Context: an optimization exercise on an open-source flow, tuned for small area, a short achievable clock period and few clock cycles per item. The choices shown serve that exercise and are no tape-out recipe. No run shown here included a check of the RTL's function; only the layout flow was run. No activity file was given, so power comes from the tool's default toggle rates.

[flow/config.mk]
export PLATFORM = sky130hd
export DESIGN_NAME = rm_encoder
export DESIGN_NICKNAME = rm_encoder
export VERILOG_FILES = /design/flow/design.v
export SDC_FILE = /design/flow/constraint.sdc
export NUM_CORES = 4
export LEC_CHECK = 0
export CAP_MARGIN = 20
export CORE_MARGIN = 2
export CORE_UTILIZATION = 40
export SLEW_MARGIN = 20
[flow/constraint.sdc]
create_clock -name core_clock -period 11.0 [get_ports {clk}]
set_input_delay 2.2000 -clock core_clock [delete_from_list [all_inputs] [get_ports {clk}]]
set_output_delay 2.2000 -clock core_clock [all_outputs]
set_load 0.01 [all_outputs]
[flow/design.v]
module rm_encoder (
    input  wire       clk,
    input  wire       rst,
    input  wire       in_valid,
    input  wire [7:0] in_data,
    input  wire       in_eos,
    output wire       in_ready,
    output wire       out_valid,
    output wire [7:0] out_data,
    output wire       out_last,
    input  wire       out_ready
);
    localparam [2:0] R_IDLE  = 3'd0,
                     R_COUNT = 3'd1,
                     R_ENTRY = 3'd2,
                     R_LIT   = 3'd3,
                     R_TERM1 = 3'd4,
                     R_TERM2 = 3'd5;
    reg [7:0]  data [0:31];
    reg [2:0]  cnt  [0:31];
    reg [31:0] first;          
    reg       rdy;             
    reg [4:0] w;               
    reg       wfull;           
    reg       pend;            
    reg [4:0] pend_pos;
    reg [7:0] cop;             
    reg [2:0] ncand;           
    reg [1:0] term_cnt;        
    reg [2:0] rs;
    reg [4:0] r;               
    reg [2:0] k;               
    reg [2:0] b;               
    reg       parity;          
    reg       ov, sv;
    reg [7:0] od, sd;
    reg       ol, sl;
    integer q;
    reg [31:0] eq;
    always @(*)
        for (q = 0; q < 32; q = q + 1)
            eq[q] = (data[q] == cop);
    reg [31:0] peq;            
    reg [2:0]  prev_cnt;
    always @(*) begin
        prev_cnt = 3'd0;
        for (q = 0; q < 32; q = q + 1) begin
            peq[q] = eq[q] & (q < pend_pos);
            prev_cnt = prev_cnt | (peq[q] ? cnt[q] : 3'd0);
        end
    end
    wire       prev_any  = |peq;
    wire [2:0] new_cnt   = !prev_any ? 3'b000 :
                           (prev_cnt == 3'b100) ? 3'b100 : {prev_cnt[1:0], ~prev_cnt[2]};
    wire       new_cand  = prev_any && (prev_cnt == 3'b110);
    wire       new_first = ~prev_any;
    reg [31:0] big, cand;
    always @(*)
        for (q = 0; q < 32; q = q + 1) begin
            big[q]  = cnt[q][2] & ~cnt[q][1];
            cand[q] = first[q] & big[q];
        end
    wire [31:0] pf0 = {cand[30:0], 1'b0};
    wire [31:0] pf1 = pf0 | {pf0[30:0], 1'b0};
    wire [31:0] pf2 = pf1 | {pf1[29:0], 2'b0};
    wire [31:0] pf3 = pf2 | {pf2[27:0], 4'b0};
    wire [31:0] pf4 = pf3 | {pf3[23:0], 8'b0};
    wire [31:0] below = pf4 | {pf4[15:0], 16'b0};
    wire [31:0] sel = cand & ~below;
    reg [31:0] rdec;
    always @(*)
        for (q = 0; q < 32; q = q + 1)
            rdec[q] = (r == q);
    wire [31:0] msel = (rs == R_ENTRY) ? sel : rdec;
    reg [7:0] mux_val;
    always @(*) begin
        mux_val = 8'd0;
        for (q = 0; q < 32; q = q + 1)
            mux_val = mux_val | (msel[q] ? data[q] : 8'd0);
    end
    wire lit_here = ~|(rdec & big);
    wire [2:0] ncand_now = ncand + {2'd0, pend & new_cand};
    reg       nv;
    reg [7:0] nd;
    reg       nl;
    always @(*) begin
        nv = 1'b0;
        nd = 8'h00;
        nl = 1'b0;
        case (rs)
            R_COUNT: begin nv = 1'b1; nd = {5'd0, ncand_now}; end
            R_ENTRY: begin
                nv = 1'b1;
                case (b)
                    3'd0:    nd = mux_val;
                    3'd1:    nd = {eq[0], eq[1], eq[2], eq[3], eq[4], eq[5], eq[6], eq[7]};
                    3'd2:    nd = {eq[8], eq[9], eq[10], eq[11], eq[12], eq[13], eq[14], eq[15]};
                    3'd3:    nd = {eq[16], eq[17], eq[18], eq[19], eq[20], eq[21], eq[22], eq[23]};
                    default: nd = {eq[24], eq[25], eq[26], eq[27], eq[28], eq[29], eq[30], eq[31]};
                endcase
            end
            R_LIT:   begin nv = lit_here; nd = mux_val; end
            R_TERM1: begin nv = 1'b1; nd = 8'hFF; nl = ~parity; end
            R_TERM2: begin nv = 1'b1; nd = 8'hFF; nl = 1'b1; end
            default: ;
        endcase
    end
    wire produce = ~sv;                
    wire adv     = produce | ~nv;      
    assign in_ready = rdy;
    wire in_fire  = in_valid && rdy;
    wire wr_byte  = in_fire && !in_eos;
    wire eos_fire = in_fire && in_eos;
    wire fill     = wr_byte && (w == 5'd31);    
    wire tdone = produce && ((rs == R_TERM1 && !parity) || rs == R_TERM2);
    wire [1:0] terms_left = term_cnt - {1'b0, tdone};
    wire [2:0] next_job = (terms_left != 2'd0) ? R_TERM1 :
                          (wfull || fill)      ? R_COUNT : R_IDLE;
    reg [2:0] rs_n;
    reg [4:0] r_n;
    reg       wfull_n;
    always @(*) begin
        rs_n    = rs;
        r_n     = r;
        case (rs)
            R_IDLE:  rs_n = next_job;
            R_COUNT: if (produce) begin
                r_n  = 5'd0;
                rs_n = (ncand_now == 3'd0) ? R_LIT : R_ENTRY;
            end
            R_ENTRY: if (produce && b == 3'd4 && k + 3'd1 == ncand)
                rs_n = R_LIT;
            R_LIT: if (adv) begin
                r_n = r + 5'd1;
                if (r == 5'd31)
                    rs_n = next_job;
            end
            R_TERM1: if (produce)
                rs_n = parity ? R_TERM2 : next_job;
            R_TERM2: if (produce)
                rs_n = next_job;
            default: rs_n = R_IDLE;
        endcase
        wfull_n = (wfull || fill) && !(rs_n == R_COUNT && rs != R_COUNT);
    end
    wire [4:0] w_n        = eos_fire ? 5'd0 : wr_byte ? w + 5'd1 : w;
    wire [1:0] term_cnt_n = term_cnt + {1'b0, eos_fire} - {1'b0, tdone};
    wire       sv_n       = ov && !out_ready && (sv || nv);
    wire       rdy_n      = !wfull_n && (term_cnt_n != 2'd3) &&
                            ((rs_n == R_IDLE) || (rs_n == R_TERM1) || (rs_n == R_TERM2) ||
                             ((rs_n == R_LIT) && ((w_n != r_n) || !sv_n)));
    assign out_valid = ov;
    assign out_data  = od;
    assign out_last  = ol;
    integer p;
    always @(posedge clk) begin
        for (p = 0; p < 32; p = p + 1)
            if (rdy && w == p)
                data[p] <= in_data;
    end
    always @(posedge clk) begin
        for (p = 0; p < 32; p = p + 1) begin
            if (pend && pend_pos == p) begin
                cnt[p]   <= new_cnt;
                first[p] <= new_first;
            end else begin
                if (pend && peq[p] && !big[p])
                    cnt[p] <= {cnt[p][1:0], ~cnt[p][2]};
                if (rs == R_ENTRY && b == 3'd0 && produce && sel[p])
                    first[p] <= 1'b0;
            end
        end
    end
    always @(posedge clk) begin
        if (rst) begin
            rdy      <= 1'b0;
            w        <= 5'd0;
            wfull    <= 1'b0;
            pend     <= 1'b0;
            pend_pos <= 5'd0;
            cop      <= 8'd0;
            ncand    <= 3'd0;
            term_cnt <= 2'd0;
            rs       <= R_IDLE;
            r        <= 5'd0;
            k        <= 3'd0;
            b        <= 3'd0;
            parity   <= 1'b0;
            ov       <= 1'b0;
            od       <= 8'd0;
            ol       <= 1'b0;
            sv       <= 1'b0;
            sd       <= 8'd0;
            sl       <= 1'b0;
        end else begin
            rdy      <= rdy_n;
            w        <= w_n;
            wfull    <= wfull_n;
            term_cnt <= term_cnt_n;
            rs       <= rs_n;
            r        <= r_n;
            pend <= wr_byte;
            if (wr_byte) begin
                pend_pos <= w;
                cop      <= in_data;
            end
            if (pend) begin
                if (pend_pos == 5'd0)
                    ncand <= 3'd0;
                else if (new_cand)
                    ncand <= ncand + 3'd1;
            end
            if (!ov || out_ready) begin
                if (sv) begin
                    ov <= 1'b1; od <= sd; ol <= sl;
                end else begin
                    ov <= nv; od <= nd; ol <= nl;
                end
            end else if (produce && nv) begin
                sd <= nd; sl <= nl;
            end
            sv <= sv_n;
            if (produce && nv)
                parity <= ~parity;
            if ((rs == R_TERM1 || rs == R_TERM2) && tdone)
                parity <= 1'b0;
            if (rs == R_COUNT && produce) begin
                k <= 3'd0;
                b <= 3'd0;
            end
            if (rs == R_ENTRY && produce) begin
                if (b == 3'd0)
                    cop <= mux_val;
                if (b == 3'd4) begin
                    b <= 3'd0;
                    k <= k + 3'd1;
                end else
                    b <= b + 3'd1;
            end
        end
    end
endmodule
[flow/run.sh]
#!/bin/bash
# synth_recipe.tcl (not shown) runs the flow's synth.tcl, then flattens the netlist and writes it again
# the make line also repeats each setting of config.mk as NAME=value (left out here)
make -C /OpenROAD-flow-scripts/flow DESIGN_CONFIG=/design/flow/config.mk WORK_HOME=/design/flow/orfs CLKGATE_MAP_FILE= SYNTH_SCRIPT=/design/flow/synth_recipe.tcl finish
==> tab_implementation.tex, run 1 <==
\begin{tabular}{lr}
\hline
Metric & Value \\
\hline
\multicolumn{2}{l}{\textbf{Status}} \\
\quad Status & finished clean \\
\multicolumn{2}{l}{\textbf{Synth}} \\
\quad Number of instances in the synthesized netlist & 2,535 \\
\quad Cell taking the most area after synthesis & sky130\_fd\_sc\_hd\_\_edfxtp\_1 \\
\quad Share of flip-flops with an asynchronous set or reset & 0\% \\
\quad Post-Syn Nets & 2,571 \\
\quad Top area cells in the synthesized netlist & sky130\_fd\_sc\_hd\_\_edfxtp\_1, sky130\_fd\_sc\_hd\_\_xor2\_1, sky130\_fd\_sc\_hd\_\_dfxtp\_1 \\
\quad Mapped Area & 0.0261 mm\^{}2 \\
\quad Post-synthesis sequential area ratio & 48.9\% \\
\quad Total number of yosys warnings & 3 \\
\quad Yosys cell types & 87 \\
\quad Number of register bits inferred by synthesis & 445 \\
\quad Most instantiated flip-flop cell in the synthesis netlist & sky130\_fd\_sc\_hd\_\_edfxtp\_1 \\
\quad Number of enable-type register cells in the synthesized netlist & 384 \\
\quad Yosys top cell area share & 44.2\% \\
\quad Synth Area per Inst & 10.3 um\^{}2 \\
\multicolumn{2}{l}{\textbf{GRT}} \\
\quad Via count of the first global-routing pass & 23,358 \\
\quad Leftover overflow at the end of global routing & 0 \\
\quad Global-route wire length before repair & 203 mm \\
\quad Number of antenna violations at the first check in global routing & 9 \\
\quad Maximum number of pins on one net before global-route repair & 72 \\
\quad Gr usage total & 44.4\% \\
\multicolumn{2}{l}{\textbf{Route}} \\
\quad Vias per cell & 7.20 \\
\quad Routed wire length & 152 mm \\
\quad Average wire per cell in the routed design & 43.7 um \\
\quad Initial DRT Pass Iterations & 9 \\
\quad Drc violations & 0 \\
\quad Residual antenna-violating net count after detailed routing & 0 \\
\quad Vias after detailed routing & 24,993 \\
\quad Detailed router's first-iteration violation count & 4,400 \\
\multicolumn{2}{l}{\textbf{Setup path}} \\
\quad Setup Crit Path Kind & register to register \\
\quad FF-to-FF End & rdy\$\_SDFF\_PP0\_ \\
\quad Worst Path Max Fanout & 18 \\
\quad Launching point of the worst reg2reg path & cop[6]\$\_SDFF\_PP0\_ \\
\quad Capturing element type of the critical path & register \\
\quad Path depth of the worst reg2reg path & 20 \\
\quad Arrival time worst endpoint & 6.73 ns \\
\quad CP Launch Type & register \\
\quad Internal reg-to-reg setup slack & 4.81 ns \\
\quad Worst Path Required & 11.53 ns \\
\multicolumn{2}{l}{\textbf{Timing}} \\
\quad Fmax & 162 MHz \\
\quad Total Neg Setup Slack & 0 ns \\
\quad Worst Setup Slack, final & 4.81 ns \\
\quad Number of hold violations in the final report & 0 \\
\quad Worst slew margin relative to its limit & 16.7\% \\
\quad Slew Viols, Final & 0 \\
\quad Setup Viol. Count Final & 0 \\
\quad Post-Route Skew & 0.0192 ns \\
\quad Part of the cycle the worst path needs & 56.3\% \\
\quad Transition at the pin with the smallest max-transition slack & 1.24 ns \\
\quad Post-layout minimum cycle time & 6.19 ns \\
\quad Unrepaired setup endpoints after global routing & no \\
\multicolumn{2}{l}{\textbf{Power}} \\
\quad Peak supply drop & 135 uV \\
\quad Leakage & 0.0102 uW \\
\quad Power Density & 148 mW/mm\^{}2 \\
\multicolumn{2}{l}{\textbf{Worst hold path}} \\
\quad Hold Crit Start & od[6]\$\_SDFFE\_PP0P\_ \\
\quad Hold depth & 2 \\
\quad Endpoint, Worst Hold & od[6]\$\_SDFFE\_PP0P\_ \\
\quad Class of the tightest hold or removal check & register to register \\
\multicolumn{2}{l}{\textbf{Clock tree}} \\
\quad Clock tree sinks & 445 \\
\quad Level count of the clock H-tree & 2 \\
\quad Buffer type at the clock tree root & sky130\_fd\_sc\_hd\_\_clkbuf\_16 \\
\quad Hold-fix buffers at CTS & 0 \\
\quad Resized Gates After CTS & 0 \\
\quad Worst-case clock buffer depth & 3 \\
\quad Clock transition at path regs & 0.06 ns \\
\quad Number of buffers created by CTS & 51 \\
\quad TritonCTS clock tree & done \\
\quad Later-pin clock latency in the skew report & 0.64 ns \\
\quad Count of buffers added by post-CTS timing repair for setup & 0 \\
\multicolumn{2}{l}{\textbf{Layout}} \\
\quad Layout Area Growth over Synthesis & 12.4\% \\
\quad Final layout net count & 2,612 \\
\quad Layout cell share with drive strength beyond 1 & 9.98\% \\
\quad Most used cells in the layout excluding fill and tap cells & sky130\_fd\_sc\_hd\_\_edfxtp\_1, sky130\_fd\_sc\_hd\_\_nand2\_1, sky130\_fd\_sc\_hd\_\_nor2\_1 \\
\quad Final core utilization & 45.4\% \\
\quad Final instance area & 0.0293 mm\^{}2 \\
\quad Most frequent standard cell in the layout excluding fill and tap cells & sky130\_fd\_sc\_hd\_\_edfxtp\_1 \\
\multicolumn{2}{l}{\textbf{Floorplanning}} \\
\quad Area of the die & 0.0672 mm\^{}2 \\
\quad Initial standard-cell utilization of the core & 40.4\% \\
\quad Ports & 24 \\
\quad Die X & 259 um \\
\quad Area of the core region & 0.0645 mm\^{}2 \\
\quad Die Y & 259 um \\
\quad Placement Rows & 93 \\
\multicolumn{2}{l}{\textbf{Placement}} \\
\quad Final GP Congestion & 1.11 \\
\quad Port bufs & 23 \\
\quad Worst slack at placement & 5.20 ns \\
\quad Placed Instance Area & 0.0275 mm\^{}2 \\
\quad HPWL Detailed & 115 mm \\
\multicolumn{2}{l}{\textbf{Flow run}} \\
\quad Max-cap violations & 0 \\
\hline
\end{tabular}
-- registers in the layout, indices dropped and copies added (netlist names), 2 cells and up --
register and flops:
pend_pos 5, od 8, rs 3, cnt 96
w 5, r 5, cop 8, data 256
sd 8, k 3, ncand 3, term_cnt 2
first 32, b 3
-- final cells by class --
type / instances / area [um^2]
Antenna cell: 2 / 5.00
Clock buffer: 66 / 1360
Clock inverter: 26 / 295
Fill cell: 6219 / 35200
Inverter: 61 / 229
Multi-Input combinational cell: 1894 / 12600
Sequential cell: 445 / 12800
Tap cell: 855 / 1070
Timing Repair Buffer: 123 / 977
-- synth_stat cells, types with 8 or more instances --
library cell	number
sky130_fd_sc_hd__nor2_1	190
sky130_fd_sc_hd__edfxtp_1	384
sky130_fd_sc_hd__a22o_1	31
sky130_fd_sc_hd__and4_1	15
sky130_fd_sc_hd__o2111ai_1	13
sky130_fd_sc_hd__nand4_1	98
sky130_fd_sc_hd__a2111oi_0	8
sky130_fd_sc_hd__dfxtp_1	61
sky130_fd_sc_hd__o21ai_0	102
sky130_fd_sc_hd__a21oi_1	63
sky130_fd_sc_hd__inv_1	61
sky130_fd_sc_hd__clkbuf_1	77
sky130_fd_sc_hd__and3b_1	18
sky130_fd_sc_hd__nand2b_1	42
sky130_fd_sc_hd__a221o_1	9
sky130_fd_sc_hd__o2bb2ai_1	8
sky130_fd_sc_hd__a221oi_1	25
sky130_fd_sc_hd__and2_1	22
sky130_fd_sc_hd__a31oi_1	14
sky130_fd_sc_hd__o22ai_1	22
sky130_fd_sc_hd__ha_1	23
sky130_fd_sc_hd__nor3_1	73
sky130_fd_sc_hd__xor2_1	165
sky130_fd_sc_hd__or3_1	12
sky130_fd_sc_hd__a32oi_1	10
sky130_fd_sc_hd__mux2i_1	36
sky130_fd_sc_hd__a311oi_1	8
sky130_fd_sc_hd__nor2b_1	41
sky130_fd_sc_hd__o31ai_1	13
sky130_fd_sc_hd__xnor2_1	109
sky130_fd_sc_hd__a211oi_1	18
sky130_fd_sc_hd__nor4_1	77
sky130_fd_sc_hd__nand3_1	87
sky130_fd_sc_hd__buf_1	12
sky130_fd_sc_hd__buf_2	39
sky130_fd_sc_hd__a31o_2	14
sky130_fd_sc_hd__and3_1	36
sky130_fd_sc_hd__or2_2	10
sky130_fd_sc_hd__nand3b_1	44
sky130_fd_sc_hd__mux2_2	16
sky130_fd_sc_hd__a32o_1	11
sky130_fd_sc_hd__a22oi_1	56
sky130_fd_sc_hd__a222oi_1	20
sky130_fd_sc_hd__nand2_1	236
-- critical path, stage by stage, from the launching register on --
cell and delay [ns]:
sky130_fd_sc_hd__dfxtp_2 0.77, sky130_fd_sc_hd__buf_4 0.57, sky130_fd_sc_hd__xor2_1 0.13, sky130_fd_sc_hd__nor4_1 1.00
sky130_fd_sc_hd__o211ai_1 0.46, sky130_fd_sc_hd__o22ai_1 0.31, sky130_fd_sc_hd__a221oi_1 0.13, sky130_fd_sc_hd__and4_1 0.28
sky130_fd_sc_hd__a31oi_1 0.34, sky130_fd_sc_hd__nand3_1 0.35, sky130_fd_sc_hd__inv_1 0.14, sky130_fd_sc_hd__ha_1 0.15
sky130_fd_sc_hd__ha_1 0.16, sky130_fd_sc_hd__xor2_1 0.20, sky130_fd_sc_hd__nor3_1 0.08, sky130_fd_sc_hd__o21ai_0 0.13
sky130_fd_sc_hd__o21ai_0 0.10, sky130_fd_sc_hd__a31oi_1 0.27, sky130_fd_sc_hd__nor2_1 0.10, sky130_fd_sc_hd__xnor2_1 0.13
sky130_fd_sc_hd__a311oi_1 0.24
-- stage by stage --
step | power, uW | std cells | hold slack [ns]
after global placement | 2570 | 3374 | 0.471
after CTS | 4310 | 3466 | 0.499
after detailed placement | 2580 | 3374 | 0.481
after global routing | 4420 | 3470 | 0.522
after floorplan | 2310 | 2535 | 0.461
final | 4340 | 3472 | 0.493
-- report_power, final --
group,internal [uW],switching [uW]
Sequential,1870,63.7
Clock,995,757
Combinational,213,441
Total,3080,1260
-- cell families after synthesis --
| logic type | count (synthesis) | synth area share, % |
|---|---|---|
| buf+inv | 196 | 3.14 |
| simple gates | 1048 | 21.6 |
| xor+xnor | 274 | 9.21 |
| compound gates | 497 | 13.9 |
| fa+ha+maj | 23 | 1.10 |
| mux | 52 | 2.07 |
| flops | 445 | 48.9 |
-- how the worst max path moves through the flow --
stage                 startpoint              to  cells past startpoint
2_1_floorplan  cop[4]$_SDFF_PP0_  rdy$_SDFF_PP0_                     22
3_3_place_gp   cop[6]$_SDFF_PP0_  rdy$_SDFF_PP0_                     20
3_5_place_dp   cop[6]$_SDFF_PP0_  rdy$_SDFF_PP0_                     20
4_1_cts        cop[6]$_SDFF_PP0_  rdy$_SDFF_PP0_                     20
5_1_grt        cop[6]$_SDFF_PP0_  rdy$_SDFF_PP0_                     20
6_report       cop[6]$_SDFF_PP0_  rdy$_SDFF_PP0_                     20
-- routing by layer --
layer	vias up	share of wire, %	track usage, %	wire, um
met5	-	0.022	0	34
met4	6	9.1	32.3	13800
met3	537	12	12.7	18200
met2	2121	42	64.3	63000
met1	12567	37	56.6	56700
li1	9762	-	-	-
==> run 2, diff against run 1 <==
--- a/flow/design.v
+++ b/flow/design.v
@@ -44,4 +44,6 @@
     reg [2:0]  prev_cnt;
+    reg        new_cand;       
     always @(*) begin
         prev_cnt = 3'd0;
+        new_cand = 1'b0;
         for (q = 0; q < 32; q = q + 1) begin
@@ -49,2 +51,3 @@
             prev_cnt = prev_cnt | (peq[q] ? cnt[q] : 3'd0);
+            new_cand = new_cand | (peq[q] & (cnt[q] == 3'b110));
         end
@@ -54,3 +57,2 @@
                            (prev_cnt == 3'b100) ? 3'b100 : {prev_cnt[1:0], ~prev_cnt[2]};
-    wire       new_cand  = prev_any && (prev_cnt == 3'b110);
     wire       new_first = ~prev_any;
@@ -81,3 +83,4 @@
     wire lit_here = ~|(rdec & big);
-    wire [2:0] ncand_now = ncand + {2'd0, pend & new_cand};
+    wire [2:0] ncand_inc = ncand + 3'd1;
+    wire [2:0] ncand_now = (pend && new_cand) ? ncand_inc : ncand;
     reg       nv;
@@ -148,5 +151,7 @@
     wire       sv_n       = ov && !out_ready && (sv || nv);
-    wire       rdy_n      = !wfull_n && (term_cnt_n != 2'd3) &&
-                            ((rs_n == R_IDLE) || (rs_n == R_TERM1) || (rs_n == R_TERM2) ||
-                             ((rs_n == R_LIT) && ((w_n != r_n) || !sv_n)));
+    wire last_lit = (rs == R_LIT) && adv && (r == 5'd31);
+    wire rdy_n = !fill && !wfull && !term_cnt[1] &&
+                 ((rs == R_IDLE) || (rs == R_TERM1) || (rs == R_TERM2) || last_lit ||
+                  ((rs == R_LIT) && ((w_n != r_n) || !sv_n)) ||
+                  ((rs == R_ENTRY) && produce && (b == 3'd4) && (k + 3'd1 == ncand) && !sv_n));
     assign out_valid = ov;
@@ -210,3 +215,3 @@
                 else if (new_cand)
-                    ncand <= ncand + 3'd1;
+                    ncand <= ncand_inc;
             end
==> run 2 against run 1 <==
  * Clock skew up 0.036 ns
  * Power down 2.2%
  * Sequential cell count unchanged
  * Largest cell class is now multi-input gates
  * Critical path depth down 8
  * Cell area up 0.59%
  * Synthesized cell count about the same
  * Global-route usage down 3.2 points
==> tab_implementation.tex, run 2 <==
\begin{tabular}{lr}
\hline
Metric & Value \\
\hline
\multicolumn{2}{l}{\textbf{Status}} \\
\quad Status & finished clean \\
\multicolumn{2}{l}{\textbf{Power}} \\
\quad Part of the total power dissipated in sequential elements & 45.0\% (+0.5 points) \\
\quad Comb pwr share & 13.3\% (-1.8 points) \\
\quad Net switching component of the power & 1190 uW (-5.6\%) \\
\quad Leakage & 0.0102 uW (+0.81\%) \\
\quad Switching power share of the total & 28.1\% (-1.0 points) \\
\quad Internal power & 3050 uW (-0.85\%) \\
\quad Power Density & 144 mW/mm\^{}2 (-2.8\%) \\
\quad Peak supply drop & 134 uV (-0.67\%) \\
\quad Fraction of power consumed by the clock network & 41.7\% (+1.3 points) \\
\multicolumn{2}{l}{\textbf{Route}} \\
\quad Detailed router's first-iteration violation count & 3,870 (-12\%) \\
\quad Routed wire length & 142 mm (-6.5\%) \\
\quad Vias after detailed routing & 23,808 (-4.7\%) \\
\quad Drc violations & 0 (unchanged) \\
\quad Average wire per cell in the routed design & 40.9 um (-6.4\%) \\
\quad Initial DRT Pass Iterations & 6 (-3) \\
\quad Residual antenna-violating net count after detailed routing & 0 (unchanged) \\
\quad Vias per cell & 6.87 (-4.6\%) \\
\multicolumn{2}{l}{\textbf{Setup path}} \\
\quad Launching point of the worst reg2reg path & cop[5]\$\_SDFF\_PP0\_ \\
\quad Stage delay of the slowest cell on the critical path & 1.01 ns (about the same) \\
\quad Most numerous cell on the critical path & sky130\_fd\_sc\_hd\_\_buf\_4 \\
\quad Critical path's slowest cell & sky130\_fd\_sc\_hd\_\_nor4\_1 \\
\quad Arrival time worst endpoint & 5.60 ns (-1.13 ns) \\
\quad Setup Crit Path Kind & register to register \\
\quad CP Launch Type & register \\
\quad Worst Path Max Fanout & 22 (+4) \\
\quad Crit path from & cop[5]\$\_SDFF\_PP0\_ \\
\quad Worst Path Required & 11.35 ns (-0.18 ns) \\
\quad Critical path cell sequence & buf\_4 -> xor2\_1 -> nor4\_1 -> and4b\_1 -> a22o\_1 -> a221oi\_1 -> and4\_1 -> nand4\_1 -> a2111oi\_4 -> a2111o\_1 -> buf\_4 -> mux2\_2 \\
\quad Capturing element type of the critical path & register \\
\multicolumn{2}{l}{\textbf{Timing}} \\
\quad Part of the cycle the worst path needs & 47.7\% (-8.6 points) \\
\quad Slew Viols, Final & 0 (unchanged) \\
\quad Unrepaired setup endpoints after global routing & no \\
\quad Transition at the pin with the smallest max-transition slack & 1.35 ns (+0.106 ns) \\
\quad Fmax & 191 MHz (+18\%) \\
\quad Post-layout minimum cycle time & 5.25 ns (-0.943 ns) \\
\quad Post-Route Skew & 0.0550 ns (+0.0357 ns) \\
\quad Total Neg Setup Slack & 0 ns (unchanged) \\
\quad Number of hold violations in the final report & 0 (unchanged) \\
\quad Setup Viol. Count Final & 0 (unchanged) \\
\quad Worst Setup Slack, final & 5.75 ns (+0.943 ns) \\
\quad Worst slew margin relative to its limit & 9.40\% (-7.3 points) \\
\multicolumn{2}{l}{\textbf{Layout}} \\
\quad Most frequent standard cell in the layout excluding fill and tap cells & sky130\_fd\_sc\_hd\_\_edfxtp\_1 \\
\quad Final layout net count & 2,598 (-0.54\%) \\
\quad Largest register FFs & 256 (unchanged) \\
\quad Layout cell share with drive strength beyond 1 & 11.0\% (+0.97 points) \\
\quad Largest registers ranked by flip-flop count & data x256, cnt x96, first x32 \\
\quad Layout Area Growth over Synthesis & 11.8\% \\
\quad Most used cells in the layout excluding fill and tap cells & sky130\_fd\_sc\_hd\_\_edfxtp\_1, sky130\_fd\_sc\_hd\_\_nand2\_1, sky130\_fd\_sc\_hd\_\_xor2\_1 \\
\quad Biggest register & data \\
\multicolumn{2}{l}{\textbf{Placement}} \\
\quad HPWL Detailed & 111 mm (-4.1\%) \\
\quad Port bufs & 23 (unchanged) \\
\quad Final GP Congestion & 1.07 (-3.2\%) \\
\quad Worst slack at placement & 5.76 ns (+0.563 ns) \\
\multicolumn{2}{l}{\textbf{Synth}} \\
\quad Cell taking the most area after synthesis & sky130\_fd\_sc\_hd\_\_edfxtp\_1 \\
\quad Cell types with the highest counts after synthesis & sky130\_fd\_sc\_hd\_\_edfxtp\_1, sky130\_fd\_sc\_hd\_\_nand2\_1, sky130\_fd\_sc\_hd\_\_xor2\_1 \\
\quad Number of instances in the synthesized netlist & 2,537 (+0.079\%) \\
\quad Share of flip-flops with an asynchronous set or reset & 0\% (unchanged) \\
\quad Number of register bits inferred by synthesis & 445 (unchanged) \\
\quad Post-synthesis sequential area ratio & 48.4\% (-0.52 points) \\
\quad Cell with the most instances after synthesis & sky130\_fd\_sc\_hd\_\_edfxtp\_1 \\
\quad Total number of yosys warnings & 3 (unchanged) \\
\quad Mapped Area & 0.0264 mm\^{}2 (+1.1\%) \\
\quad Yosys top cell area share & 43.8\% (-0.47 points) \\
\quad Synth Area per Inst & 10.4 um\^{}2 (+1.0\%) \\
\quad Yosys cell types & 99 (+14\%) \\
\quad Most instantiated flip-flop cell in the synthesis netlist & sky130\_fd\_sc\_hd\_\_edfxtp\_1 \\
\quad Top area cells in the synthesized netlist & sky130\_fd\_sc\_hd\_\_edfxtp\_1, sky130\_fd\_sc\_hd\_\_xor2\_1, sky130\_fd\_sc\_hd\_\_dfxtp\_1 \\
\quad Post-Syn Nets & 2,571 (unchanged) \\
\quad Number of enable-type register cells in the synthesized netlist & 384 (unchanged) \\
\multicolumn{2}{l}{\textbf{Clock tree}} \\
\quad Clock transition at path regs & 0.07 ns (about the same) \\
\quad Buffer type at the clock tree root & sky130\_fd\_sc\_hd\_\_clkbuf\_16 \\
\quad TritonCTS clock tree & done \\
\quad Later-pin clock latency in the skew report & 0.65 ns (about the same) \\
\quad Hold-fix buffers at CTS & 0 (unchanged) \\
\quad Count of buffers added by post-CTS timing repair for setup & 0 (unchanged) \\
\quad Resized Gates After CTS & 0 (unchanged) \\
\quad Number of buffers created by CTS & 50 (-2.0\%) \\
\quad Worst-case clock buffer depth & 3 (unchanged) \\
\quad Level count of the clock H-tree & 2 (unchanged) \\
\quad Clock tree sinks & 445 (unchanged) \\
\multicolumn{2}{l}{\textbf{Floorplanning}} \\
\quad Area of the core region & 0.0655 mm\^{}2 (+1.6\%) \\
\quad Ports & 24 (unchanged) \\
\quad Die X & 261 um (+0.53\%) \\
\quad Placement Rows & 94 (+1.1\%) \\
\quad Initial standard-cell utilization of the core & 40.2\% (-0.22 points) \\
\quad Die Y & 261 um (+0.53\%) \\
\quad Area of the die & 0.0679 mm\^{}2 (+1.1\%) \\
\multicolumn{2}{l}{\textbf{GRT}} \\
\quad Leftover overflow at the end of global routing & 0 (unchanged) \\
\quad Via count of the first global-routing pass & 22,472 (-3.8\%) \\
\quad Gr usage total & 41.2\% (-3.2 points) \\
\quad Maximum number of pins on one net before global-route repair & 72 (unchanged) \\
\quad Global-route wire length before repair & 192 mm (-5.5\%) \\
\quad Number of antenna violations at the first check in global routing & 6 (-3) \\
\multicolumn{2}{l}{\textbf{Worst hold path}} \\
\quad Hold Crit Start & pend\_pos[3]\$\_SDFFE\_PP0P\_ \\
\quad Class of the tightest hold or removal check & register to register \\
\multicolumn{2}{l}{\textbf{Flow run}} \\
\quad Max-cap violations & 0 (unchanged) \\
\hline
\end{tabular}
## run 2: cell types whose count changed after synthesis, sizes merged, moves of 9 or more
cell and change:
a21oi -12, a22oi +11, inv -21, mux2 +17
nand3 +31, nand4 -28, nor2 -9, nor2b -13
xnor2 -25, xor2 +23
## run 2: power groups by stage
stage | Clock [uW] | Combinational, uW | Sequential [uW]
final | 1770 | 564 | 1910
after global routing | 1830 | 589 | 1910
after CTS | 1770 | 545 | 1910
after detailed placement | 0 | 542 | 1940
after global placement | 0 | 535 | 1940
after floorplan | 0 | 342 | 1920
## run 2: per-stage QoR
step                      power (uW)  util (%)  hold WS, ns  cells  instance area (um^2)
final                           4240      45.0        0.465   3467                 29500
after global routing            4330      45.0        0.502   3466                 29500
after CTS                       4220      44.9        0.464   3464                 29400
after detailed placement        2480      42.3        0.455   3374                 27700
after global placement          2480      42.2        0.461   3374                 27700
after floorplan                 2260         -        0.458   2537                 26400
## run 2: path summary, 6_finish.rpt
path | end | slack, ns | cells after the start
worst min register to register | pend_pos[3]$_SDFFE_PP0P_ | 0.46 | 2
worst max register to register | cnt[14][2]$_DFFE_PP_ | 5.75 | 12
worst min-delay path | pend_pos[3]$_SDFFE_PP0P_ | 0.46 | 2
worst max-delay path | cnt[14][2]$_DFFE_PP_ | 5.75 | 12
## run 2: cell type report
| cell class | count | area (um^2) |
|---|---|---|
| flip-flops and latches | 445 | 12800 |
| clock buffers | 59 | 1320 |
| inverters | 41 | 154 |
| diodes | 1 | 2.50 |
| well taps | 864 | 1080 |
| repair buffers | 113 | 896 |
| fillers | 6185 | 36000 |
| multi-input cells | 1913 | 12900 |
| clock inverters | 31 | 374 |
## run 2: logic make-up after synthesis
family,share of synthesized area (%)
flip-flops,48.4
XOR/XNOR,9.07
multiplexers,2.78
AND/OR/NAND/NOR,21.2
AO/OA/AOI/OAI,14.2
adder cells (fa/ha/maj),0.997
buffers and inverters,3.34
## run 2: critical path, delay by kind of cell, from the launching register on
family	cells	cell delay, ns
DFF	1	0.57
AOI/OAI and AO/OA	4	1.11
buffers and inverters	2	0.87
and+or+nand+nor	4	1.95
muxes	1	0.29
xor gates and xnor gates	1	0.14
## run 2: layer usage
| layer | global-route usage (%) | up-vias | routed length [um] |
|---|---|---|---|
| met1 | 54.5 | 12033 | 56000 |
| met4 | 24.1 | 4 | 10400 |
| met2 | 62.7 | 1652 | 61400 |
| met3 | 8.28 | 367 | 14000 |
| li1 | - | 9752 | - |
| met5 | 0 | - | 23 |
==> run 3, diff against run 2 <==
--- a/flow/config.mk
+++ b/flow/config.mk
@@ -10,2 +10,3 @@
 export CORE_UTILIZATION = 40
+export SETUP_SLACK_MARGIN = 5
 export SLEW_MARGIN = 20
==> run 3 against run 2 <==
  * Still clean
  * Sequential cell count did not move
  * Synthesized cell count unchanged
  * Hold slack unchanged
  * Count of clock-buffer cells in the layout did not move
  * Critical endpoint unchanged
  * Largest cell class unchanged
==> tab_implementation.tex, run 3 <==
\begin{tabular}{lr}
\hline
Metric & Value \\
\hline
\multicolumn{2}{l}{\textbf{Layout}} \\
\quad Layout Area Growth over Synthesis & 11.8\% (unchanged) \\
\quad Fill cell instance count of the final layout & 6,185 (unchanged) \\
\quad Most used cells in the layout excluding fill and tap cells & sky130\_fd\_sc\_hd\_\_edfxtp\_1, sky130\_fd\_sc\_hd\_\_nand2\_1, sky130\_fd\_sc\_hd\_\_xor2\_1 \\
\quad Most frequent standard cell in the layout excluding fill and tap cells & sky130\_fd\_sc\_hd\_\_edfxtp\_1 \\
\quad Area of the multi-input gates & 0.0129 mm\^{}2 (unchanged) \\
\quad Final layout net count & 2,598 (unchanged) \\
\quad Biggest register & data \\
\quad Largest register FFs & 256 (unchanged) \\
\quad Layout cell share with drive strength beyond 1 & 11.0\% (unchanged) \\
\quad Area of all sequential standard cells & 0.0128 mm\^{}2 (unchanged) \\
\quad Largest registers ranked by flip-flop count & data x256, cnt x96, first x32 \\
\multicolumn{2}{l}{\textbf{Power}} \\
\quad Peak supply drop & 134 uV (unchanged) \\
\quad Part of the total power dissipated in sequential elements & 45.0\% (about the same) \\
\quad Power Density & 144 mW/mm\^{}2 (unchanged) \\
\quad Internal power & 3050 uW (unchanged) \\
\quad Fraction of power consumed by the clock network & 41.7\% (about the same) \\
\quad Switching power share of the total & 28.1\% (unchanged) \\
\quad Net switching component of the power & 1190 uW (unchanged) \\
\quad Comb pwr share & 13.3\% (about the same) \\
\quad Leakage & 0.0102 uW (unchanged) \\
\multicolumn{2}{l}{\textbf{Clock tree}} \\
\quad Clock tree sinks & 445 (unchanged) \\
\quad Clock transition at path regs & 0.07 ns (about the same) \\
\quad Later-pin clock latency in the skew report & 0.65 ns (about the same) \\
\quad Buffer type at the clock tree root & sky130\_fd\_sc\_hd\_\_clkbuf\_16 \\
\quad Count of buffers added by post-CTS timing repair for setup & 0 (unchanged) \\
\quad Resized Gates After CTS & 0 (unchanged) \\
\quad Hold-fix buffers at CTS & 0 (unchanged) \\
\quad Number of buffers created by CTS & 50 (unchanged) \\
\quad TritonCTS clock tree & done \\
\quad Level count of the clock H-tree & 2 (unchanged) \\
\quad Worst-case clock buffer depth & 3 (unchanged) \\
\multicolumn{2}{l}{\textbf{Synth}} \\
\quad Cell with the most instances after synthesis & sky130\_fd\_sc\_hd\_\_edfxtp\_1 \\
\quad Number of enable-type register cells in the synthesized netlist & 384 (unchanged) \\
\quad Combinational family with the most area after synthesis & simple AND/OR/NAND/NOR gates \\
\quad Cell taking the most area after synthesis & sky130\_fd\_sc\_hd\_\_edfxtp\_1 \\
\quad Post-synthesis share of cell area spent on xor and xnor gates & 9.07\% (unchanged) \\
\quad Synth Area per Inst & 10.4 um\^{}2 (unchanged) \\
\quad Yosys cell types & 99 (unchanged) \\
\quad Simple-gate portion of the synthesized area & 21.2\% (unchanged) \\
\quad Post-synthesis share of cell area spent on full adders, half adders and majority gates & 0.997\% (unchanged) \\
\quad Compound-gate portion of the synthesized area & 14.2\% (unchanged) \\
\quad Mapped Area & 0.0264 mm\^{}2 (unchanged) \\
\quad Most instantiated flip-flop cell in the synthesis netlist & sky130\_fd\_sc\_hd\_\_edfxtp\_1 \\
\quad Yosys top cell area share & 43.8\% (unchanged) \\
\quad Number of instances in the synthesized netlist & 2,537 (unchanged) \\
\quad Proportion of synthesized area in mux cells & 2.78\% (unchanged) \\
\quad Top area cells in the synthesized netlist & sky130\_fd\_sc\_hd\_\_edfxtp\_1, sky130\_fd\_sc\_hd\_\_xor2\_1, sky130\_fd\_sc\_hd\_\_dfxtp\_1 \\
\quad Cell types with the highest counts after synthesis & sky130\_fd\_sc\_hd\_\_edfxtp\_1, sky130\_fd\_sc\_hd\_\_nand2\_1, sky130\_fd\_sc\_hd\_\_xor2\_1 \\
\quad Post-synthesis sequential area ratio & 48.4\% (unchanged) \\
\quad Number of register bits inferred by synthesis & 445 (unchanged) \\
\quad Post-Syn Nets & 2,571 (unchanged) \\
\quad Share of flip-flops with an asynchronous set or reset & 0\% (unchanged) \\
\quad Total number of yosys warnings & 3 (unchanged) \\
\multicolumn{2}{l}{\textbf{Timing}} \\
\quad Post-Route Skew & 0.0550 ns (unchanged) \\
\quad Slew Viols, Final & 0 (unchanged) \\
\quad Unrepaired setup endpoints after global routing & no \\
\quad Total Neg Setup Slack & 0 ns (unchanged) \\
\quad Worst slew margin relative to its limit & 9.40\% (unchanged) \\
\quad Fmax & 191 MHz (unchanged) \\
\quad Number of hold violations in the final report & 0 (unchanged) \\
\quad Worst Setup Slack, final & 5.75 ns (unchanged) \\
\quad Setup Viol. Count Final & 0 (unchanged) \\
\quad Post-layout minimum cycle time & 5.25 ns (unchanged) \\
\quad Transition at the pin with the smallest max-transition slack & 1.35 ns (unchanged) \\
\quad Part of the cycle the worst path needs & 47.7\% (unchanged) \\
\multicolumn{2}{l}{\textbf{Setup path}} \\
\quad FF-to-FF End & cnt[14][2]\$\_DFFE\_PP\_ \\
\quad Path depth of the worst reg2reg path & 12 (unchanged) \\
\quad Setup Crit Path Kind & register to register \\
\quad Arrival time worst endpoint & 5.60 ns (about the same) \\
\quad Internal reg-to-reg setup slack & 5.75 ns (about the same) \\
\quad CP Launch Type & register \\
\quad Worst Path Max Fanout & 22 (unchanged) \\
\quad Crit path from & cop[5]\$\_SDFF\_PP0\_ \\
\quad Launching point of the worst reg2reg path & cop[5]\$\_SDFF\_PP0\_ \\
\quad Capturing element type of the critical path & register \\
\quad Worst Path Required & 11.35 ns (about the same) \\
\multicolumn{2}{l}{\textbf{Route}} \\
\quad WL met2 & 61.4 mm (unchanged) \\
\quad Detailed route wirelength on metal3 & 14.0 mm (unchanged) \\
\quad Detailed router's first-iteration violation count & 3,870 (unchanged) \\
\quad Residual antenna-violating net count after detailed routing & 0 (unchanged) \\
\quad Met1 wire length & 56.0 mm (unchanged) \\
\quad Initial DRT Pass Iterations & 6 (unchanged) \\
\quad Drc violations & 0 (unchanged) \\
\quad DR top layer & met5 \\
\quad Vias per cell & 6.87 (unchanged) \\
\quad Average wire per cell in the routed design & 40.9 um (unchanged) \\
\quad Vias after detailed routing & 23,808 (unchanged) \\
\quad Routed wire length & 142 mm (unchanged) \\
\multicolumn{2}{l}{\textbf{Status}} \\
\quad Status & finished clean \\
\multicolumn{2}{l}{\textbf{Worst hold path}} \\
\quad Endpoint, Worst Hold & pend\_pos[3]\$\_SDFFE\_PP0P\_ \\
\quad Hold Crit Start & pend\_pos[3]\$\_SDFFE\_PP0P\_ \\
\quad Class of the tightest hold or removal check & register to register \\
\quad Hold depth & 2 (unchanged) \\
\multicolumn{2}{l}{\textbf{GRT}} \\
\quad Via count of the first global-routing pass & 22,472 (unchanged) \\
\quad Global-route wire length before repair & 192 mm (unchanged) \\
\quad Leftover overflow at the end of global routing & 0 (unchanged) \\
\quad Number of antenna violations at the first check in global routing & 6 (unchanged) \\
\quad Maximum number of pins on one net before global-route repair & 72 (unchanged) \\
\quad Gr usage total & 41.2\% (unchanged) \\
\multicolumn{2}{l}{\textbf{Placement}} \\
\quad Worst slack at placement & 5.76 ns (unchanged) \\
\quad Final GP Congestion & 1.07 (unchanged) \\
\quad Port bufs & 23 (unchanged) \\
\quad HPWL Detailed & 111 mm (unchanged) \\
\multicolumn{2}{l}{\textbf{Floorplanning}} \\
\quad Ports & 24 (unchanged) \\
\quad Initial standard-cell utilization of the core & 40.2\% (unchanged) \\
\quad Placement Rows & 94 (unchanged) \\
\quad Area of the die & 0.0679 mm\^{}2 (unchanged) \\
\quad Die X & 261 um (unchanged) \\
\quad Die Y & 261 um (unchanged) \\
\quad Area of the core region & 0.0655 mm\^{}2 (unchanged) \\
\multicolumn{2}{l}{\textbf{Flow run}} \\
\quad Max-cap violations & 0 (unchanged) \\
\hline
\end{tabular}
[run 3: cell counts after synthesis]
No cell type changed its count.
[run 3: cells by family after synthesis]
| group | Yosys count |
|---|---|
| simple gates | 1054 |
| compound gates | 497 |
| xor+xnor | 272 |
| buf+inv | 179 |
| fa+ha+maj | 21 |
| mux | 69 |
| flops | 445 |
[run 3: power groups by stage]
stage | Sequential (uW) | Combinational [uW] | Clock [uW]
finish | 1910 | 564 | 1770
global route | 1910 | 589 | 1830
CTS | 1910 | 545 | 1770
detailed placement | 1940 | 542 | 0
global placement | 1940 | 535 | 0
floorplan | 1920 | 342 | 0
[run 3: worst max-delay path by stage]
stage / to / cells past startpoint / slack (ns)
2_1_floorplan: rdy$_SDFF_PP0_ / 8 / 7.21
3_3_place_gp: rdy$_SDFF_PP0_ / 11 / 5.76
3_5_place_dp: rdy$_SDFF_PP0_ / 11 / 5.76
4_1_cts: cnt[14][2]$_DFFE_PP_ / 12 / 5.75
5_1_grt: sd[4]$_SDFFE_PP0P_ / 12 / 5.71
6_report: cnt[14][2]$_DFFE_PP_ / 12 / 5.75
[run 3: final cells by class]
cell class                      count  share of cell area, %
Timing Repair Buffer              113                   3.04
Antenna cell                        1                0.00849
Clock buffer                       59                   4.47
Inverter                           41                  0.522
Clock inverter                     31                   1.27
Multi-Input combinational cell   1913                   43.7
Tap cell                          864                   3.67
Sequential cell                   445                   43.3
[run 3: through the flow]
| step | utilization (%) | total power, uW | instances | hold slack, ns | instance area, um^2 |
|---|---|---|---|---|---|
| floorplan | - | 2260 | 2537 | 0.458 | 26400 |
| global placement | 42.2 | 2480 | 3374 | 0.461 | 27700 |
| detailed placement | 42.3 | 2480 | 3374 | 0.455 | 27700 |
| CTS | 44.9 | 4220 | 3464 | 0.464 | 29400 |
| global route | 45.0 | 4330 | 3466 | 0.502 | 29500 |
| finish | 45.0 | 4240 | 3467 | 0.465 | 29500 |
[run 3: per-layer routing]
layer  up-vias  global-route usage, %
met1     12033                   54.5
met3       367                   8.28
li1       9752                      -
met5         -                      0
met2      1652                   62.7
met4         4                   24.1
[run 3: worst max-delay path, stage by stage (launching register included)]
cell                        delay, ns
sky130_fd_sc_hd__dfxtp_2         0.57
sky130_fd_sc_hd__buf_4           0.49
sky130_fd_sc_hd__xor2_1          0.14
sky130_fd_sc_hd__nor4_1          1.01
sky130_fd_sc_hd__and4b_1         0.57
sky130_fd_sc_hd__a22o_1          0.20
sky130_fd_sc_hd__a221oi_1        0.10
sky130_fd_sc_hd__and4_1          0.24
sky130_fd_sc_hd__nand4_1         0.13
sky130_fd_sc_hd__a2111oi_4       0.07
sky130_fd_sc_hd__a2111o_1        0.74
sky130_fd_sc_hd__buf_4           0.38
sky130_fd_sc_hd__mux2_2          0.29
==> run 4, diff against run 3 <==
--- a/flow/design.v
+++ b/flow/design.v
@@ -19,3 +19,3 @@
     reg [7:0]  data [0:31];
-    reg [2:0]  cnt  [0:31];
+    reg [31:0] big;            
     reg [31:0] first;          
@@ -43,11 +43,8 @@
     reg [31:0] peq;            
-    reg [2:0]  prev_cnt;
-    reg        new_cand;       
-    always @(*) begin
-        prev_cnt = 3'd0;
-        new_cand = 1'b0;
+    reg [5:0]  nmatch;
+    always @(*) begin
+        nmatch = 6'd0;
         for (q = 0; q < 32; q = q + 1) begin
             peq[q] = eq[q] & (q < pend_pos);
-            prev_cnt = prev_cnt | (peq[q] ? cnt[q] : 3'd0);
-            new_cand = new_cand | (peq[q] & (cnt[q] == 3'b110));
+            nmatch = nmatch + {5'd0, peq[q]};
         end
@@ -55,11 +52,6 @@
     wire       prev_any  = |peq;
-    wire [2:0] new_cnt   = !prev_any ? 3'b000 :
-                           (prev_cnt == 3'b100) ? 3'b100 : {prev_cnt[1:0], ~prev_cnt[2]};
+    wire       new_cand  = (nmatch == 6'd5);    
+    wire       new_big   = (nmatch >= 6'd5);
     wire       new_first = ~prev_any;
-    reg [31:0] big, cand;
-    always @(*)
-        for (q = 0; q < 32; q = q + 1) begin
-            big[q]  = cnt[q][2] & ~cnt[q][1];
-            cand[q] = first[q] & big[q];
-        end
+    wire [31:0] cand = first & big;
     wire [31:0] pf0 = {cand[30:0], 1'b0};
@@ -168,7 +160,7 @@
             if (pend && pend_pos == p) begin
-                cnt[p]   <= new_cnt;
+                big[p]   <= new_big;
                 first[p] <= new_first;
             end else begin
-                if (pend && peq[p] && !big[p])
-                    cnt[p] <= {cnt[p][1:0], ~cnt[p][2]};
+                if (pend && peq[p] && new_cand)
+                    big[p] <= 1'b1;
                 if (rs == R_ENTRY && b == 3'd0 && produce && sel[p])
--- a/flow/config.mk
+++ b/flow/config.mk
@@ -10,3 +10,2 @@
 export CORE_UTILIZATION = 40
-export SETUP_SLACK_MARGIN = 5
 export SLEW_MARGIN = 20
==> run 4 against run 3 <==
  * Non-clock buffer count shrank 21
  * Count of clock-buffer cells in the layout down 6
  * Clock power down 19%
  * Sequential cell count down 64
  * Power decreased by 16%
  * Cell count fell by 15%
  * Register-to-register slack worse by 3.6 ns
==> tab_implementation.tex, run 4 <==
\begin{tabular}{lr}
\hline
Metric & Value \\
\hline
\multicolumn{2}{l}{\textbf{Route}} \\
\quad Routed wire length & 115 mm (-19\%) \\
\quad Initial DRT Pass Iterations & 7 (+1) \\
\quad Residual antenna-violating net count after detailed routing & 0 (unchanged) \\
\quad Vias after detailed routing & 20,517 (-14\%) \\
\quad Detailed router's first-iteration violation count & 3,682 (-4.9\%) \\
\quad Average wire per cell in the routed design & 38.9 um (-4.9\%) \\
\quad Drc violations & 0 (unchanged) \\
\quad Vias per cell & 6.93 (+0.94\%) \\
\multicolumn{2}{l}{\textbf{Clock tree}} \\
\quad TritonCTS clock tree & done \\
\quad Resized Gates After CTS & 0 (unchanged) \\
\quad Number of buffers created by CTS & 44 (-12\%) \\
\quad Buffer type at the clock tree root & sky130\_fd\_sc\_hd\_\_clkbuf\_16 \\
\quad Hold-fix buffers at CTS & 0 (unchanged) \\
\quad Level count of the clock H-tree & 2 (unchanged) \\
\quad Worst-case clock buffer depth & 3 (unchanged) \\
\quad Clock transition at path regs & 0.06 ns (about the same) \\
\quad Count of buffers added by post-CTS timing repair for setup & 0 (unchanged) \\
\quad Clock tree sinks & 381 (-14\%) \\
\quad Later-pin clock latency in the skew report & 0.62 ns (-0.03 ns) \\
\multicolumn{2}{l}{\textbf{Layout}} \\
\quad Most used cells in the layout excluding fill and tap cells & sky130\_fd\_sc\_hd\_\_edfxtp\_1, sky130\_fd\_sc\_hd\_\_xnor2\_1, sky130\_fd\_sc\_hd\_\_nor2\_1 \\
\quad Largest registers ranked by flip-flop count & data x256, big x32, first x32 \\
\quad Biggest register & data \\
\quad Most frequent standard cell in the layout excluding fill and tap cells & sky130\_fd\_sc\_hd\_\_edfxtp\_1 \\
\quad Final layout net count & 2,242 (-14\%) \\
\quad Largest register FFs & 256 (unchanged) \\
\quad Layout cell share with drive strength beyond 1 & 9.28\% (-1.7 points) \\
\quad Layout Area Growth over Synthesis & 11.0\% \\
\multicolumn{2}{l}{\textbf{Timing}} \\
\quad Transition at the pin with the smallest max-transition slack & 1.18 ns (-0.165 ns) \\
\quad Post-layout minimum cycle time & 8.80 ns (+3.55 ns) \\
\quad Total Neg Setup Slack & 0 ns (unchanged) \\
\quad Number of hold violations in the final report & 0 (unchanged) \\
\quad Setup Viol. Count Final & 0 (unchanged) \\
\quad Unrepaired setup endpoints after global routing & no \\
\quad Post-Route Skew & 0.0391 ns (-0.0159 ns) \\
\quad Fmax & 114 MHz (-40\%) \\
\quad Worst slew margin relative to its limit & 20.6\% (+11 points) \\
\quad Part of the cycle the worst path needs & 80.0\% (+32 points) \\
\quad Worst hold slack & 0.468 ns (+0.00320 ns) \\
\quad Slew Viols, Final & 0 (unchanged) \\
\multicolumn{2}{l}{\textbf{Worst hold path}} \\
\quad Hold depth & 2 (unchanged) \\
\quad Class of the tightest hold or removal check & register to register \\
\multicolumn{2}{l}{\textbf{Synth}} \\
\quad Cell taking the most area after synthesis & sky130\_fd\_sc\_hd\_\_edfxtp\_1 \\
\quad Synth Area per Inst & 10.3 um\^{}2 (-0.38\%) \\
\quad Number of register bits inferred by synthesis & 381 (-14\%) \\
\quad Mapped Area & 0.0225 mm\^{}2 (-15\%) \\
\quad Cell types with the highest counts after synthesis & sky130\_fd\_sc\_hd\_\_edfxtp\_1, sky130\_fd\_sc\_hd\_\_xnor2\_1, sky130\_fd\_sc\_hd\_\_nor2\_1 \\
\quad Number of instances in the synthesized netlist & 2,175 (-14\%) \\
\quad Most instantiated flip-flop cell in the synthesis netlist & sky130\_fd\_sc\_hd\_\_edfxtp\_1 \\
\quad Cell with the most instances after synthesis & sky130\_fd\_sc\_hd\_\_edfxtp\_1 \\
\quad Post-synthesis sequential area ratio & 48.1\% (-0.27 points) \\
\quad Total number of yosys warnings & 2 (-1) \\
\quad Yosys cell types & 93 (-6.1\%) \\
\quad Post-Syn Nets & 2,240 (-13\%) \\
\quad Share of flip-flops with an asynchronous set or reset & 0\% (unchanged) \\
\quad Number of enable-type register cells in the synthesized netlist & 320 (-17\%) \\
\quad Top area cells in the synthesized netlist & sky130\_fd\_sc\_hd\_\_edfxtp\_1, sky130\_fd\_sc\_hd\_\_xnor2\_1, sky130\_fd\_sc\_hd\_\_dfxtp\_1 \\
\quad Yosys top cell area share & 42.7\% (-1.1 points) \\
\multicolumn{2}{l}{\textbf{GRT}} \\
\quad Global-route wire length before repair & 157 mm (-18\%) \\
\quad Maximum number of pins on one net before global-route repair & 66 (-8.3\%) \\
\quad Leftover overflow at the end of global routing & 0 (unchanged) \\
\quad Gr usage total & 39.5\% (-1.8 points) \\
\quad Number of antenna violations at the first check in global routing & 8 (+2) \\
\quad Via count of the first global-routing pass & 19,060 (-15\%) \\
\multicolumn{2}{l}{\textbf{Setup path}} \\
\quad CP Launch Type & register \\
\quad Setup Crit Path Kind & register to register \\
\quad Arrival time worst endpoint & 9.24 ns (+3.64 ns) \\
\quad Worst Path Required & 11.44 ns (+0.09 ns) \\
\quad Capturing element type of the critical path & register \\
\quad Worst Path Max Fanout & 19 (-14\%) \\
\quad Path depth of the worst reg2reg path & 24 (+12) \\
\multicolumn{2}{l}{\textbf{Placement}} \\
\quad Port bufs & 23 (unchanged) \\
\quad Final GP Congestion & 1.08 (+0.22\%) \\
\quad HPWL Detailed & 86.0 mm (-22\%) \\
\multicolumn{2}{l}{\textbf{Status}} \\
\quad Status & finished clean \\
\multicolumn{2}{l}{\textbf{Power}} \\
\quad Peak supply drop & 103 uV (-24\%) \\
\quad Leakage & 0.00789 uW (-23\%) \\
\quad Power Density & 142 mW/mm\^{}2 (-1.2\%) \\
\quad Net switching component of the power & 1000 uW (-16\%) \\
\quad Comb pwr share & 12.6\% (-0.7 points) \\
\quad Part of the total power dissipated in sequential elements & 47.1\% (+2.1 points) \\
\quad Internal power & 2550 uW (-16\%) \\
\quad Switching power share of the total & 28.1\% (+0.072 points) \\
\quad Fraction of power consumed by the clock network & 40.3\% (-1.4 points) \\
\multicolumn{2}{l}{\textbf{Floorplanning}} \\
\quad Placement Rows & 86 (-8.5\%) \\
\quad Ports & 24 (unchanged) \\
\quad Area of the core region & 0.0554 mm\^{}2 (-15\%) \\
\quad Area of the die & 0.0582 mm\^{}2 (-14\%) \\
\quad Die Y & 241 um (-7.5\%) \\
\quad Initial standard-cell utilization of the core & 40.6\% (+0.39 points) \\
\quad Die X & 241 um (-7.5\%) \\
\multicolumn{2}{l}{\textbf{Flow run}} \\
\quad Max-cap violations & 0 (unchanged) \\
\hline
\end{tabular}
-- run 4: changes by cell type in the layout (fill, tap and decap cells not counted), sizes merged, moves of 20 or more --
cell    previous run  this run
nand4             70       105
nand3b            41         6
nand2            244       162
nand2b            44        13
fa                 0        23
nor4              87        41
nor3              78        47
mux2              33         5
edfxtp           384       320
buf               90        70
xnor2             84       220
mux2i             36         6
xor2             188        55
-- run 4: critical path: stages, from the launching register on --
cell and delay [ns]:
sky130_fd_sc_hd__dfxtp_2 0.85, sky130_fd_sc_hd__buf_4 0.46, sky130_fd_sc_hd__xnor2_1 0.16, sky130_fd_sc_hd__nand4_1 0.14, sky130_fd_sc_hd__nor2_1 0.47, sky130_fd_sc_hd__o21ai_0 0.32, sky130_fd_sc_hd__inv_1 0.14, sky130_fd_sc_hd__fa_1 0.42
sky130_fd_sc_hd__inv_1 0.11, sky130_fd_sc_hd__fa_1 0.44, sky130_fd_sc_hd__fa_1 0.54, sky130_fd_sc_hd__fa_1 0.52, sky130_fd_sc_hd__fa_1 0.52, sky130_fd_sc_hd__fa_1 0.58, sky130_fd_sc_hd__fa_1 0.22, sky130_fd_sc_hd__fa_1 0.23
sky130_fd_sc_hd__nand2_1 0.06, sky130_fd_sc_hd__nor4_1 0.18, sky130_fd_sc_hd__mux2i_1 0.27, sky130_fd_sc_hd__nor4_2 0.89, sky130_fd_sc_hd__xnor2_1 0.23, sky130_fd_sc_hd__o21ai_0 0.13, sky130_fd_sc_hd__o2bb2ai_1 0.17, sky130_fd_sc_hd__a2111oi_0 0.44
sky130_fd_sc_hd__nor3_1 0.10
-- run 4: worst paths after layout --
path	slack [ns]	startpoint	endpoint
max	2.20	cop[1]$_SDFF_PP0_	od[0]$_SDFFE_PP0P_
min	0.47	od[3]$_SDFFE_PP0P_	od[3]$_SDFFE_PP0P_
max reg2reg	2.20	cop[1]$_SDFF_PP0_	od[0]$_SDFFE_PP0P_
min reg2reg	0.47	od[3]$_SDFFE_PP0P_	od[3]$_SDFFE_PP0P_
-- run 4: cell families after synthesis --
logic type / synth area share (%)
AO/OA/AOI/OAI: 15.1
XOR/XNOR: 10.7
adder cells (fa/ha/maj): 3.66
buffers and inverters: 3.74
flip-flops: 48.1
multiplexers: 0.517
AND/OR/NAND/NOR: 18.2
-- run 4: per-layer routing --
metal | global-route usage [%] | wire length (um)
met5 | 0 | 55
met4 | 22.8 | 8160
met3 | 13.2 | 15300
met2 | 55.9 | 47400
met1 | 52.4 | 44300
-- run 4: stage by stage --
stage | setup WS (ns) | util [%] | power, uW | instance area (um^2) | std cells
6_report | 2.20 | 45.1 | 3550 | 25000 | 2960
5_1_grt | 1.97 | 45.1 | 3640 | 25000 | 2959
4_1_cts | 2.50 | 45.0 | 3540 | 25000 | 2958
3_5_place_dp | 2.55 | 42.6 | 2130 | 23600 | 2879
3_3_place_gp | 2.65 | 42.6 | 2130 | 23600 | 2879
2_1_floorplan | 3.72 | - | 1950 | 22500 | 2175
-- run 4: power groups by stage --
stage / Sequential, uW / Clock [uW] / Combinational [uW]
final: 1670 / 1430 / 447
after global routing: 1670 / 1500 / 469
after CTS: 1670 / 1440 / 432
after detailed placement: 1700 / 0 / 430
after global placement: 1700 / 0 / 427
after floorplan: 1640 / 0 / 302
-- run 4: final cells by class --
cell class	count	area [um^2]
fillers	5242	30400
multi-input cells	1601	10900
flip-flops and latches	381	10800
clock buffers	53	1130
well taps	748	936
repair buffers	92	743
clock inverters	26	215
inverters	57	214
diodes	2	5.00
==> run 5, diff against run 4 <==
==> flow/flow/run.sh (new file) <==
#!/bin/bash
bash standard.sh SETUP_SLACK_MARGIN=7 finish > standard.log 2>&1
==> flow/standard.sh (new file) <==
#!/bin/bash
# synth_recipe.tcl (not shown) runs the flow's synth.tcl, then flattens the netlist and writes it again
# the make line also repeats each setting of config.mk as NAME=value (left out here)
make -C /OpenROAD-flow-scripts/flow DESIGN_CONFIG=/design/flow/config.mk WORK_HOME=/design/flow/orfs CLKGATE_MAP_FILE= SYNTH_SCRIPT=/design/flow/synth_recipe.tcl "${@:-finish}"
removed: flow/run.sh
==> run 5 against run 4 <==
  * Sequential cell count stayed put
  * Synthesized area stayed put
  * Non-clock buffer count is 118 higher
  * Sequential power hardly changed
  * Highest routed layer unchanged
==> tab_implementation.tex, run 5 <==
\begin{tabular}{lr}
\hline
Metric & Value \\
\hline
\multicolumn{2}{l}{\textbf{GRT}} \\
\quad Gr usage total & 41.5\% (+2.0 points) \\
\quad Maximum number of pins on one net before global-route repair & 66 (unchanged) \\
\quad Number of antenna violations at the first check in global routing & 6 (-2) \\
\multicolumn{2}{l}{\textbf{Clock tree}} \\
\quad Number of buffers created by CTS & 43 (-2.3\%) \\
\quad Clock tree sinks & 381 (unchanged) \\
\multicolumn{2}{l}{\textbf{Timing}} \\
\quad Setup Viol. Count Final & 0 (unchanged) \\
\quad Part of the cycle the worst path needs & 64.7\% (-15 points) \\
\quad Transition at the pin with the smallest max-transition slack & 1.14 ns (-0.0422 ns) \\
\quad Fmax & 140 MHz (+24\%) \\
\quad Slew Viols, Final & 0 (unchanged) \\
\quad Unrepaired setup endpoints after global routing & yes \\
\quad Number of hold violations in the final report & 0 (unchanged) \\
\multicolumn{2}{l}{\textbf{Route}} \\
\quad Detailed route wirelength on metal3 & 15.1 mm (-1.3\%) \\
\quad Average wire per cell in the routed design & 39.6 um (+1.8\%) \\
\quad WL met2 & 51.5 mm (+8.8\%) \\
\quad Met1 wire length & 45.7 mm (+3.1\%) \\
\quad Initial DRT Pass Iterations & 9 (+2) \\
\quad Drc violations & 0 (unchanged) \\
\quad DR top layer & met5 \\
\multicolumn{2}{l}{\textbf{Placement}} \\
\quad Placed Instance Area & 0.0236 mm\^{}2 (+0.14\%) \\
\quad Final GP Congestion & 1.11 (+3.2\%) \\
\multicolumn{2}{l}{\textbf{Floorplanning}} \\
\quad Area of the die & 0.0582 mm\^{}2 (unchanged) \\
\quad Die X & 241 um (unchanged) \\
\quad Ports & 24 (unchanged) \\
\quad Area of the core region & 0.0554 mm\^{}2 (unchanged) \\
\multicolumn{2}{l}{\textbf{Synth}} \\
\quad Number of instances in the synthesized netlist & 2,175 (unchanged) \\
\quad Yosys cell types & 93 (unchanged) \\
\quad Cell with the most instances after synthesis & sky130\_fd\_sc\_hd\_\_edfxtp\_1 \\
\quad Cell types with the highest counts after synthesis & sky130\_fd\_sc\_hd\_\_edfxtp\_1, sky130\_fd\_sc\_hd\_\_xnor2\_1, sky130\_fd\_sc\_hd\_\_nor2\_1 \\
\quad Post-synthesis sequential area ratio & 48.1\% (unchanged) \\
\quad Post-Syn Nets & 2,240 (unchanged) \\
\quad Top area cells in the synthesized netlist & sky130\_fd\_sc\_hd\_\_edfxtp\_1, sky130\_fd\_sc\_hd\_\_xnor2\_1, sky130\_fd\_sc\_hd\_\_dfxtp\_1 \\
\multicolumn{2}{l}{\textbf{Layout}} \\
\quad Fill cell instance count of the final layout & 5,079 (-3.1\%) \\
\quad Final layout net count & 2,361 (+5.3\%) \\
\quad Area of all sequential standard cells & 0.0109 mm\^{}2 (+0.22\%) \\
\quad Largest registers ranked by flip-flop count & data x256, big x32, first x32 \\
\quad Largest register FFs & 256 (unchanged) \\
\quad Area of the multi-input gates & 0.0117 mm\^{}2 (+7.2\%) \\
\quad Most frequent standard cell in the layout excluding fill and tap cells & sky130\_fd\_sc\_hd\_\_edfxtp\_1 \\
\quad Layout Area Growth over Synthesis & 20.2\% \\
\quad Final instance area & 0.0271 mm\^{}2 (+8.3\%) \\
\quad Layout cell share with drive strength beyond 1 & 19.4\% (+10 points) \\
\multicolumn{2}{l}{\textbf{Setup path}} \\
\quad Setup Crit Path Kind & register to register \\
\quad Worst Path Required & 11.44 ns (about the same) \\
\quad Worst Path Max Fanout & 7 (-12) \\
\multicolumn{2}{l}{\textbf{Worst hold path}} \\
\quad Class of the tightest hold or removal check & register to register \\
\multicolumn{2}{l}{\textbf{Status}} \\
\quad Status & finished clean \\
\multicolumn{2}{l}{\textbf{Power}} \\
\quad Peak supply drop & 165 uV (+61\%) \\
\quad Leakage & 0.00880 uW (+12\%) \\
\hline
\end{tabular}
[run 5: cell counts after synthesis]
No cell type changed its count.
[run 5: cells by family after synthesis]
logic type      after synthesis  share of synthesized area (%)
buf+inv                     193                           3.74
simple gates                788                           18.2
mux                          11                          0.517
fa+ha+maj                    52                           3.66
flops                       381                           48.1
xor+xnor                    275                           10.7
compound gates              475                           15.1
[run 5: where the power goes]
part | leakage [uW] | total, uW | internal [uW] | switching (uW)
registers | 0.00343 | 1640 | 1600 | 48.1
clock network | 0.000674 | 1440 | 824 | 618
logic | 0.00470 | 590 | 247 | 343
total | 0.00880 | 3680 | 2670 | 1010
[run 5: final timing paths]
kind              depth (start not counted)            endpoint          startpoint  slack, ns
hold / removal                            2  od[3]$_SDFFE_PP0P_  od[3]$_SDFFE_PP0P_       0.46
setup reg to reg                         20    rs[0]$_SDFF_PP0_   cop[2]$_SDFF_PP0_       3.88
setup / recovery                         20    rs[0]$_SDFF_PP0_   cop[2]$_SDFF_PP0_       3.88
hold reg to reg                           2  od[3]$_SDFFE_PP0P_  od[3]$_SDFFE_PP0P_       0.46
[run 5: worst max-delay path, stage by stage (launching register included)]
cell and delay (ns):
sky130_fd_sc_hd__dfxtp_4 0.47, sky130_fd_sc_hd__buf_4 0.19, sky130_fd_sc_hd__xnor2_1 0.12, sky130_fd_sc_hd__nand4_1 0.32, sky130_fd_sc_hd__nor2_4 0.25, sky130_fd_sc_hd__nand2_2 0.18
sky130_fd_sc_hd__fa_1 0.56, sky130_fd_sc_hd__fa_1 0.46, sky130_fd_sc_hd__fa_1 0.58, sky130_fd_sc_hd__fa_1 0.43, sky130_fd_sc_hd__fa_1 0.47, sky130_fd_sc_hd__fa_1 0.52
sky130_fd_sc_hd__fa_2 0.39, sky130_fd_sc_hd__fa_2 0.57, sky130_fd_sc_hd__nand2_4 0.07, sky130_fd_sc_hd__or4_4 0.61, sky130_fd_sc_hd__a21oi_2 0.18, sky130_fd_sc_hd__a211oi_2 0.09
sky130_fd_sc_hd__a2111oi_2 0.27, sky130_fd_sc_hd__buf_4 0.17, sky130_fd_sc_hd__a211oi_1 0.04
[run 5: metrics by stage]
stage	power [uW]	setup slack (ns)	util, %	hold slack [ns]	std cells
floorplan	1970	4.44	-	0.452	2175
global placement	2120	2.83	42.7	0.458	2877
detailed placement	2130	2.75	42.7	0.451	2877
CTS	3650	4.10	47.9	0.465	3044
global route	3770	3.75	48.8	0.486	3074
finish	3680	3.88	48.8	0.458	3076
[run 5: layout make-up]
| cell class | count | share of cell area [%] |
|---|---|---|
| Multi-Input combinational cell | 1603 | 43.1 |
| Clock inverter | 22 | 0.754 |
| Clock buffer | 53 | 4.31 |
| Timing Repair Buffer | 210 | 7.37 |
| Antenna cell | 2 | 0.0185 |
| Inverter | 57 | 0.795 |
| Sequential cell | 381 | 40.1 |
| Tap cell | 748 | 3.46 |
[run 5: per-layer routing]
| layer | track usage, % | vias to the layer above |
|---|---|---|
| li1 | - | 8474 |
| met4 | 24.7 | 2 |
| met3 | 13.4 | 489 |
| met5 | 0 | - |
| met2 | 61.7 | 1821 |
| met1 | 52.7 | 10663 |
[run 5: timing repair]
item / CTS / global route
gates cloned: 2 / 1
pin swaps: 34 / 26
setup endpoints to repair: 100 / 88
resized for setup: 170 / 91
buffers inserted: 90 / 29
hold buffers: 0 / 0

port drivers added, routing unchanged:
Ports are ideal in the flow. The routed layouts listed here were re-timed in OpenROAD. Step 1: set_driving_cell puts a clkbuf_16 on clk and a buf_2 on each other input, an assumption about the parent block. Step 2 moves the port delays by t, midway between the first and last clock arrival at a register: inputs arrive t later, outputs are due t later. That takes back most of the time a late clock gives input paths. Three values: ideal ports, drivers, drivers and shift; two values: the first two.
run | t (ns) | slack for setup (ns) | worst data-port slew with drivers (ns)
run 1 | 0.698 | 4.808 / 4.808 / 4.808 | 0.07
run 2 | 0.690 | 5.751 / 5.751 / 5.751 | 0.04
run 3 | 0.690 | 5.751 / 5.751 / 5.751 | 0.04
run 4 | 0.665 | 2.199 / 2.199 / 2.199 | 0.04
run 5 | 0.659 | 3.880 / 3.880 / 3.880 | 0.03
After both steps setup and hold are still met in every run listed.
